Background: an optimization exercise with open tools, aiming at small area. Do not read the settings as production practice. Where RTL was checked, it was by simulation tests only, not by an equivalence proof against the original. No activity file was given, so power comes from the tool's default toggle rates.

// pocsag_rx
module pocsag_rx (
    input  wire        clk,
    input  wire        rst,         
    input  wire [15:0] thresh,      
    input  wire        parity_en,   
    input  wire        in_valid,
    input  wire        in_bit,
    output wire        out_valid,
    output wire [1:0]  out_kind,
    output wire [22:0] out_data
);
For scale: ~870 cells after synthesis, roughly 420 flip-flops, about 12000 sq um of cells after synthesis.
==> flow/config.mk <==
export PLATFORM = sky130hd
export DESIGN_NAME = pocsag_rx
export DESIGN_NICKNAME = pocsag_rx
export VERILOG_FILES = /design/flow/design.v
export SDC_FILE = /design/flow/constraint.sdc
export NUM_CORES = 4
export LEC_CHECK = 0
export CAP_MARGIN = 0
export CORE_MARGIN = 2
export CORE_UTILIZATION = 40
export PLACE_DENSITY = 0.6
export SLEW_MARGIN = 0
export SYNTH_HIERARCHICAL = 1
==> flow/constraint.sdc <==
create_clock -name core_clock -period 10.0 [get_ports {clk}]
set_input_delay 2.0000 -clock core_clock [delete_from_list [all_inputs] [get_ports {clk}]]
set_output_delay 2.0000 -clock core_clock [all_outputs]
set_load 0.01 [all_outputs]
standard.sh (not shown) runs the stock make flow with config.mk's settings and CLKGATE_MAP_FILE= SYNTH_SCRIPT=/design/flow/synth_recipe.tcl, a recipe that flattens the netlist after the stock synthesis.
==> flow/flow/run.sh <==
#!/bin/bash
# The standard layout (standard.sh) with three changes to how it is made:
#  - synthesis maps logic with an area-oriented ABC script (flow/abc_speed.script),
#    run from a private copy of the ORFS scripts; registers are mapped as usual;
#  - clock tree: no dummy loads, clkbuf_4 sink clusters under a clkbuf_16 root;
#  - the port buffers are buf_1.
# Each tool's output goes to standard.log and ORFS's own logs under orfs/logs.
set -euo pipefail
here=$(pwd)
rm -rf "$here/scripts"
cp -r "$FLOW_HOME/scripts" "$here/scripts"
cp "$here/flow/abc_speed.script" "$here/scripts/abc_speed.script"
export CTS_ARGS="-sink_clustering_enable -repair_clock_nets -dont_use_dummy_load -root_buf sky130_fd_sc_hd__clkbuf_8 -buf_list {sky130_fd_sc_hd__clkbuf_4 sky130_fd_sc_hd__clkbuf_8} -sink_clustering_buffer sky130_fd_sc_hd__clkbuf_4 -sink_clustering_size 10 -sink_clustering_max_diameter 50"
export BUFFER_PORTS_ARGS="-buffer_cell sky130_fd_sc_hd__buf_1"
bash standard.sh SCRIPTS_DIR="$here/scripts" finish > standard.log 2>&1
==> flow/flow/abc_speed.script <==
strash
dc2
dch
amap
topo
dnsize -c
Then changed:
--- a/flow/design.v
+++ b/flow/design.v
@@ -226,15 +226,15 @@
         end
     end
     wire is_page = rsel & r_addr;
     wire is_char = (rs == R_SER) & c7[6];
     wire is_bend = (rs == R_END);
     assign out_valid = is_page | is_char | is_bend;
-    assign out_kind  = {is_bend, is_char};
-    assign out_data  = is_page ? {rw[1:0], rw[19:2], rk[3:1]}
-                     : is_char ? {16'd0, sbit, c7[0], c7[1], c7[2], c7[3], c7[4], c7[5]}
+    assign out_kind  = {rs == R_END, rs == R_SER};
+    assign out_data  = (rs == R_CW)  ? {rw[1:0], rw[19:2], rk[3:1]}
+                     : (rs == R_SER) ? {16'd0, sbit, c7[0], c7[1], c7[2], c7[3], c7[4], c7[5]}
                      : 23'd0;
 endmodule
 module pocsag_fa (
     input  wire a,
     input  wire b,
     input  wire c,
First-iteration DRC count is higher by 7.2%.
Worst setup slack improved by 190 ps.
Hold slack got worse by 14 ps.
Fmax is higher by 2.3%.
Synthesized cell count is lower by 0.81%.
Via count is lower by 0.83%.
Global-route usage stays flat.
Core utilization hardly moves.
Die area hardly moves.
Combinational power is higher by 7.4%.
Power is higher by 0.84%.

willow:
pocsag_rx again, from the RTL that the note above started with.
// pocsag_rx
module pocsag_rx (
    input  wire        clk,
    input  wire        rst,         
    input  wire [15:0] thresh,      
    input  wire        parity_en,   
    input  wire        in_valid,
    input  wire        in_bit,
    output wire        out_valid,
    output wire [1:0]  out_kind,
    output wire [22:0] out_data
);
clock: 10.0 ns
lec_check: 0
cap_margin: 0
core_margin: 2
core_utilization: 40
place_density: 0.6
slew_margin: 0
synth_hierarchical: 1
==> flow/flow/run.sh <==
#!/bin/bash
# The standard layout (standard.sh) with three changes to how it is made:
#  - synthesis maps logic with an area-oriented ABC script (flow/abc_speed.script),
#    run from a private copy of the ORFS scripts; registers are mapped as usual;
#  - clock tree: no dummy loads, clkbuf_4 sink clusters under a clkbuf_16 root;
#  - the port buffers are buf_1.
# Each tool's output goes to standard.log and ORFS's own logs under orfs/logs.
set -euo pipefail
here=$(pwd)
rm -rf "$here/scripts"
cp -r "$FLOW_HOME/scripts" "$here/scripts"
cp "$here/flow/abc_speed.script" "$here/scripts/abc_speed.script"
export CTS_ARGS="-sink_clustering_enable -repair_clock_nets -dont_use_dummy_load -root_buf sky130_fd_sc_hd__clkbuf_8 -buf_list {sky130_fd_sc_hd__clkbuf_4 sky130_fd_sc_hd__clkbuf_8} -sink_clustering_buffer sky130_fd_sc_hd__clkbuf_4 -sink_clustering_size 10 -sink_clustering_max_diameter 35"
export BUFFER_PORTS_ARGS="-buffer_cell sky130_fd_sc_hd__buf_1"
bash standard.sh SCRIPTS_DIR="$here/scripts" finish > standard.log 2>&1
Scripts as last shown in full above: flow/flow/abc_speed.script
willow: flow completed, timing, DRC and antenna clean
Changes in quartz relative to willow:
--- a/flow/design.v
+++ b/flow/design.v
@@ -164,61 +164,71 @@
             q <= 4'd0;
         else if (!batch_done)
             q <= (q == 4'd14) ? 4'd0 : q + 4'd1;
     end
     localparam [1:0] R_IDLE = 2'd0, R_CW = 2'd1, R_SER = 2'd2, R_END = 2'd3;
     reg  [1:0]  rs;
     reg  [3:0]  rk;         
     reg         active;     
-    reg  [4:0]  st;         
+    reg         half;       
+    reg  [10:0] sr;         
     reg  [6:0]  c7;         
     wire [21:0] rw     = rg[14];
     wire [3:0]  rslot  = (rk == 4'd15) ? 4'd0 : rk;
     wire        rsel   = (rs == R_CW) && (q == rslot);
     wire        r_msg  = rw[21];
     wire        r_addr = rw[20];
-    reg  [19:0] diag;
+    wire        sr_last = ~|sr[10:2];
+    reg  [9:0]  chunk;
     integer t;
     always @* begin
-        for (t = 0; t < 20; t = t + 1)
-            diag[t] = rg[t % 15][19 - t];
-    end
-    wire        sbit = diag[st];
+        for (t = 0; t < 10; t = t + 1)
+            chunk[t] = half ? rw[9 - t] : rw[19 - t];
+    end
+    wire sr_load = rsel && (half || (r_msg && active));
     always @(posedge clk)
-        st <= (rs == R_SER) ? st + 5'd1 : 5'd0;
+        sr <= sr_load ? {1'b1, chunk} : {1'b0, sr[10:1]};
     always @(posedge clk) begin
         if (rst) begin
             rs <= R_IDLE;
         end else begin
             case (rs)
                 R_IDLE: begin
                     if (batch_done) begin
                         rs     <= R_CW;
                         rk     <= 4'd0;
                         active <= 1'b0;
+                        half   <= 1'b0;
                     end
                 end
                 R_CW: begin
                     if (rsel) begin
-                        active <= r_addr | (r_msg & active);
-                        if (r_addr)
-                            c7 <= 7'd1;
-                        if (r_msg && active)
+                        if (half) begin
                             rs <= R_SER;
-                        else if (rk == 4'd15)
-                            rs <= R_END;
-                        else
-                            rk <= rk + 4'd1;
+                        end else begin
+                            active <= r_addr | (r_msg & active);
+                            if (r_addr)
+                                c7 <= 7'd1;
+                            if (r_msg && active) begin
+                                rs <= R_SER;
+                            end else if (rk == 4'd15)
+                                rs <= R_END;
+                            else
+                                rk <= rk + 4'd1;
+                        end
                     end
                 end
                 R_SER: begin
-                    c7 <= c7[6] ? 7'd1 : {c7[5:0], sbit};
-                    if (st == 5'd19) begin
-                        if (rk == 4'd15)
+                    c7 <= c7[6] ? 7'd1 : {c7[5:0], sr[0]};
+                    if (sr_last) begin
+                        half <= ~half;
+                        if (!half)
+                            rs <= R_CW;
+                        else if (rk == 4'd15)
                             rs <= R_END;
                         else begin
                             rk <= rk + 4'd1;
                             rs <= R_CW;
                         end
                     end
                 end
                 R_END: rs <= R_IDLE;
@@ -226,17 +236,17 @@
         end
     end
     wire is_page = rsel & r_addr;
     wire is_char = (rs == R_SER) & c7[6];
     wire is_bend = (rs == R_END);
     assign out_valid = is_page | is_char | is_bend;
     assign out_kind  = {is_bend, is_char};
     assign out_data  = is_page ? {rw[1:0], rw[19:2], rk[3:1]}
-                     : is_char ? {16'd0, sbit, c7[0], c7[1], c7[2], c7[3], c7[4], c7[5]}
+                     : is_char ? {16'd0, sr[0], c7[0], c7[1], c7[2], c7[3], c7[4], c7[5]}
                      : 23'd0;
 endmodule
 module pocsag_fa (
     input  wire a,
     input  wire b,
     input  wire c,
     output wire s,
     output wire co
Notes after the runs:
- Taking willow as the reference, in quartz worst path required time went down by 0.02 ns; final worst setup slack climbed 0.13 ns; routed wire length moved down; post-synthesis register bit count went up 7.
- [quartz] sequential cell count rose 7 relative to willow

The RTL this note starts from:
==> flow/design.v <==
module pocsag_rx (
    input  wire        clk,
    input  wire        rst,         
    input  wire [15:0] thresh,      
    input  wire        parity_en,   
    input  wire        in_valid,
    input  wire        in_bit,
    output wire        out_valid,
    output wire [1:0]  out_kind,
    output wire [22:0] out_data
);
    localparam [31:0] SYNC_CW = 32'h7CD215D8;
    localparam [31:0] IDLE_CW = 32'h7A89C197;
    function [9:0] xpow;
        input integer e;
        integer i;
        reg [9:0] r;
        begin
            r = 10'd1;
            for (i = 0; i < e; i = i + 1)
                r = r[9] ? ({r[8:0], 1'b0} ^ 10'h369) : {r[8:0], 1'b0};
            xpow = r;
        end
    endfunction
    reg  [30:0] win;        
    reg  [8:0]  cnt;        
    reg         in_batch;
    reg  [9:0]  lf;         
    reg         par;        
    reg  [21:0] stg;        
    wire [31:0] wn = {win, in_bit};
    reg  [5:0]  match_cnt;
    integer j;
    always @* begin
        match_cnt = 6'd0;
        for (j = 0; j < 32; j = j + 1)
            match_cnt = match_cnt + {5'd0, ~(wn[j] ^ SYNC_CW[j])};
    end
    wire window_full = (cnt[4:0] == 5'd31);
    wire qualifies   = window_full && ({match_cnt, 10'd0} >= thresh);
    wire cw_end      = in_valid && in_batch && window_full;
    wire batch_done  = cw_end && (cnt[8:5] == 4'd15);
    wire cw_start    = (cnt[4:0] == 5'd0);
    wire [9:0] lf_in = cw_start ? 10'd0 : lf;
    wire [9:0] lf_nx = lf_in[9] ? ({lf_in[8:0], in_bit} ^ 10'h369) : {lf_in[8:0], in_bit};
    always @(posedge clk) begin
        if (in_valid) begin
            win <= wn[30:0];
            lf  <= lf_nx;
            par <= (par & ~cw_start) ^ in_bit;
        end
        if (rst) begin
            cnt      <= 9'd0;
            in_batch <= 1'b0;
        end else if (in_valid) begin
            if (!in_batch && qualifies) begin
                in_batch <= 1'b1;
                cnt      <= 9'd0;
            end else begin
                if (in_batch || !window_full)
                    cnt <= cnt + 9'd1;
                if (batch_done)
                    in_batch <= 1'b0;
            end
        end
    end
    reg  [31:0] cfix;
    reg         anym;
    integer p;
    always @* begin
        cfix = wn;
        anym = 1'b0;
        for (p = 11; p <= 30; p = p + 1)
            if (lf == xpow(p - 1)) begin
                cfix[p] = ~wn[p];
                anym    = 1'b1;
            end
    end
    wire c_ok   = (lf == 10'd0) | anym;
    wire c_par  = par ^ in_bit ^ anym;
    wire c_val  = c_ok & ~(parity_en & c_par);
    wire c_idle = (cfix == IDLE_CW);
    always @(posedge clk)
        if (cw_end)
            stg <= {c_val & cfix[31], c_val & ~cfix[31] & ~c_idle, cfix[30:11]};
    reg  [21:0] rg [0:14];
    reg  [3:0]  q;
    wire [3:0]  wslot = (cnt[8:5] == 4'd15) ? 4'd0 : cnt[8:5];
    wire [21:0] ring_in = (q == wslot) ? stg : rg[14];
    integer s;
    always @(posedge clk) begin
        rg[0] <= ring_in;
        for (s = 1; s < 15; s = s + 1)
            rg[s] <= rg[s-1];
    end
    always @(posedge clk) begin
        if (rst)
            q <= 4'd0;
        else if (!batch_done)
            q <= (q == 4'd14) ? 4'd0 : q + 4'd1;
    end
    localparam [1:0] R_IDLE = 2'd0, R_CW = 2'd1, R_SER = 2'd2, R_END = 2'd3;
    reg  [1:0]  rs;
    reg  [3:0]  rk;         
    reg         active;     
    reg  [20:0] sr;         
    reg  [6:0]  c7;         
    wire [21:0] rw     = rg[14];
    wire [3:0]  rslot  = (rk == 4'd15) ? 4'd0 : rk;
    wire        rsel   = (rs == R_CW) && (q == rslot);
    wire        r_msg  = rw[21];
    wire        r_addr = rw[20];
    wire        sr_last = ~|sr[20:2];
    reg  [19:0] rw_rev;
    integer t;
    always @* begin
        for (t = 0; t < 20; t = t + 1)
            rw_rev[t] = rw[19 - t];
    end
    always @(posedge clk) begin
        if (rst) begin
            rs <= R_IDLE;
        end else begin
            case (rs)
                R_IDLE: begin
                    if (batch_done) begin
                        rs     <= R_CW;
                        rk     <= 4'd0;
                        active <= 1'b0;
                    end
                end
                R_CW: begin
                    if (rsel) begin
                        active <= r_addr | (r_msg & active);
                        if (r_addr)
                            c7 <= 7'd1;
                        if (r_msg && active) begin
                            sr <= {1'b1, rw_rev};
                            rs <= R_SER;
                        end else if (rk == 4'd15)
                            rs <= R_END;
                        else
                            rk <= rk + 4'd1;
                    end
                end
                R_SER: begin
                    sr <= {1'b0, sr[20:1]};
                    c7 <= c7[6] ? 7'd1 : {c7[5:0], sr[0]};
                    if (sr_last) begin
                        if (rk == 4'd15)
                            rs <= R_END;
                        else begin
                            rk <= rk + 4'd1;
                            rs <= R_CW;
                        end
                    end
                end
                R_END: rs <= R_IDLE;
            endcase
        end
    end
    wire is_page = rsel & r_addr;
    wire is_char = (rs == R_SER) & c7[6];
    wire is_bend = (rs == R_END);
    assign out_valid = is_page | is_char | is_bend;
    assign out_kind  = {is_bend, is_char};
    assign out_data  = is_page ? {rw[1:0], rw[19:2], rk[3:1]}
                     : is_char ? {16'd0, sr[0], c7[0], c7[1], c7[2], c7[3], c7[4], c7[5]}
                     : 23'd0;
endmodule
clock: 10.0 ns
lec_check: 0
cap_margin: 20
core_margin: 2
core_utilization: 40
cts_buf_list: sky130_fd_sc_hd__clkbuf_4
place_density: 0.6
slew_margin: 20
run.sh (not shown) runs the stock make flow with config.mk's settings and CLKGATE_MAP_FILE= SYNTH_SCRIPT=/design/flow/synth_recipe.tcl, a recipe that flattens the netlist after the stock synthesis.
Stock flow here: none of the scripts above is used.
Then changed:
--- a/flow/design.v
+++ b/flow/design.v
@@ -104,5 +104,6 @@
     reg  [3:0]  rk;         
     reg         active;     
-    reg  [20:0] sr;         
+    reg         half;       
+    reg  [10:0] sr;         
     reg  [6:0]  c7;         
     wire [21:0] rw     = rg[14];
@@ -111,10 +112,10 @@
     wire        r_msg  = rw[21];
     wire        r_addr = rw[20];
-    wire        sr_last = ~|sr[20:2];
-    reg  [19:0] rw_rev;
+    wire        sr_last = ~|sr[10:2];
+    reg  [9:0]  chunk;
     integer t;
     always @* begin
-        for (t = 0; t < 20; t = t + 1)
-            rw_rev[t] = rw[19 - t];
+        for (t = 0; t < 10; t = t + 1)
+            chunk[t] = half ? rw[9 - t] : rw[19 - t];
     end
     always @(posedge clk) begin
@@ -128,25 +129,34 @@
                         rk     <= 4'd0;
                         active <= 1'b0;
+                        half   <= 1'b0;
                     end
                 end
                 R_CW: begin
                     if (rsel) begin
-                        active <= r_addr | (r_msg & active);
-                        if (r_addr)
-                            c7 <= 7'd1;
-                        if (r_msg && active) begin
-                            sr <= {1'b1, rw_rev};
+                        if (half) begin
+                            sr <= {1'b1, chunk};
                             rs <= R_SER;
-                        end else if (rk == 4'd15)
-                            rs <= R_END;
-                        else
-                            rk <= rk + 4'd1;
+                        end else begin
+                            active <= r_addr | (r_msg & active);
+                            if (r_addr)
+                                c7 <= 7'd1;
+                            if (r_msg && active) begin
+                                sr <= {1'b1, chunk};
+                                rs <= R_SER;
+                            end else if (rk == 4'd15)
+                                rs <= R_END;
+                            else
+                                rk <= rk + 4'd1;
+                        end
                     end
                 end
                 R_SER: begin
-                    sr <= {1'b0, sr[20:1]};
+                    sr <= {1'b0, sr[10:1]};
                     c7 <= c7[6] ? 7'd1 : {c7[5:0], sr[0]};
                     if (sr_last) begin
-                        if (rk == 4'd15)
+                        half <= ~half;
+                        if (!half)
+                            rs <= R_CW;
+                        else if (rk == 4'd15)
                             rs <= R_END;
                         else begin
Result: Worst setup slack improves by 0.25 ns. Critical path depth grows by 1. Die area shrinks by about 1.5%. Routed wire length went down by about 0.8%. Power drops by about 2.3%. Via count fell by 1.0%. Hold slack hardly moves. Area after synthesis drops by 1.6%. Count of clock-buffer cells in the layout is unchanged. Sequential power went down by about 2%. Design area came out lower by about 1.5%.
The RTL of the second run of this note was laid out without a check of its function.

[separate check: timing with driven ports]
The results above use ideal ports. As a check the final layouts listed here were re-extracted and re-timed, cells and wires unchanged.
Step 1 sets driving cells, clkbuf_16 on the clock port and buf_2 on the other inputs (assumed; they add their load-dependent delay and slew).
Step 2 adds t to the input delays and takes it off the output delays; t is the mean of the earliest and latest rising clock arrival at the registers after step 1. Input paths then give back, and output paths get back, about the clock's delay inside the block.
a / b / c = ideal ports / drivers / drivers and shift; a / b = the first two.
run	shift t [ns]	slack for setup (ns)	worst setup path at the end
the first run of note 1	0.557	1.565 / 1.583 / 1.026	input to register
the second run of note 1	0.575	1.755 / 1.777 / 1.202	input to register
willow	0.574	1.582 / 1.603 / 1.029	input to register
quartz	0.554	1.711 / 1.731 / 1.176	input to register
the first run of note 3	0.742	3.116 / 3.138 / 2.395	input to register
the second run of note 3	0.766	3.368 / 3.389 / 2.623	input to register
After both steps every run listed still meets setup and hold. For the second run of note 3, which loses most, drivers alone change the setup slack by +0.021 ns; drivers and shift together by -0.745 ns.
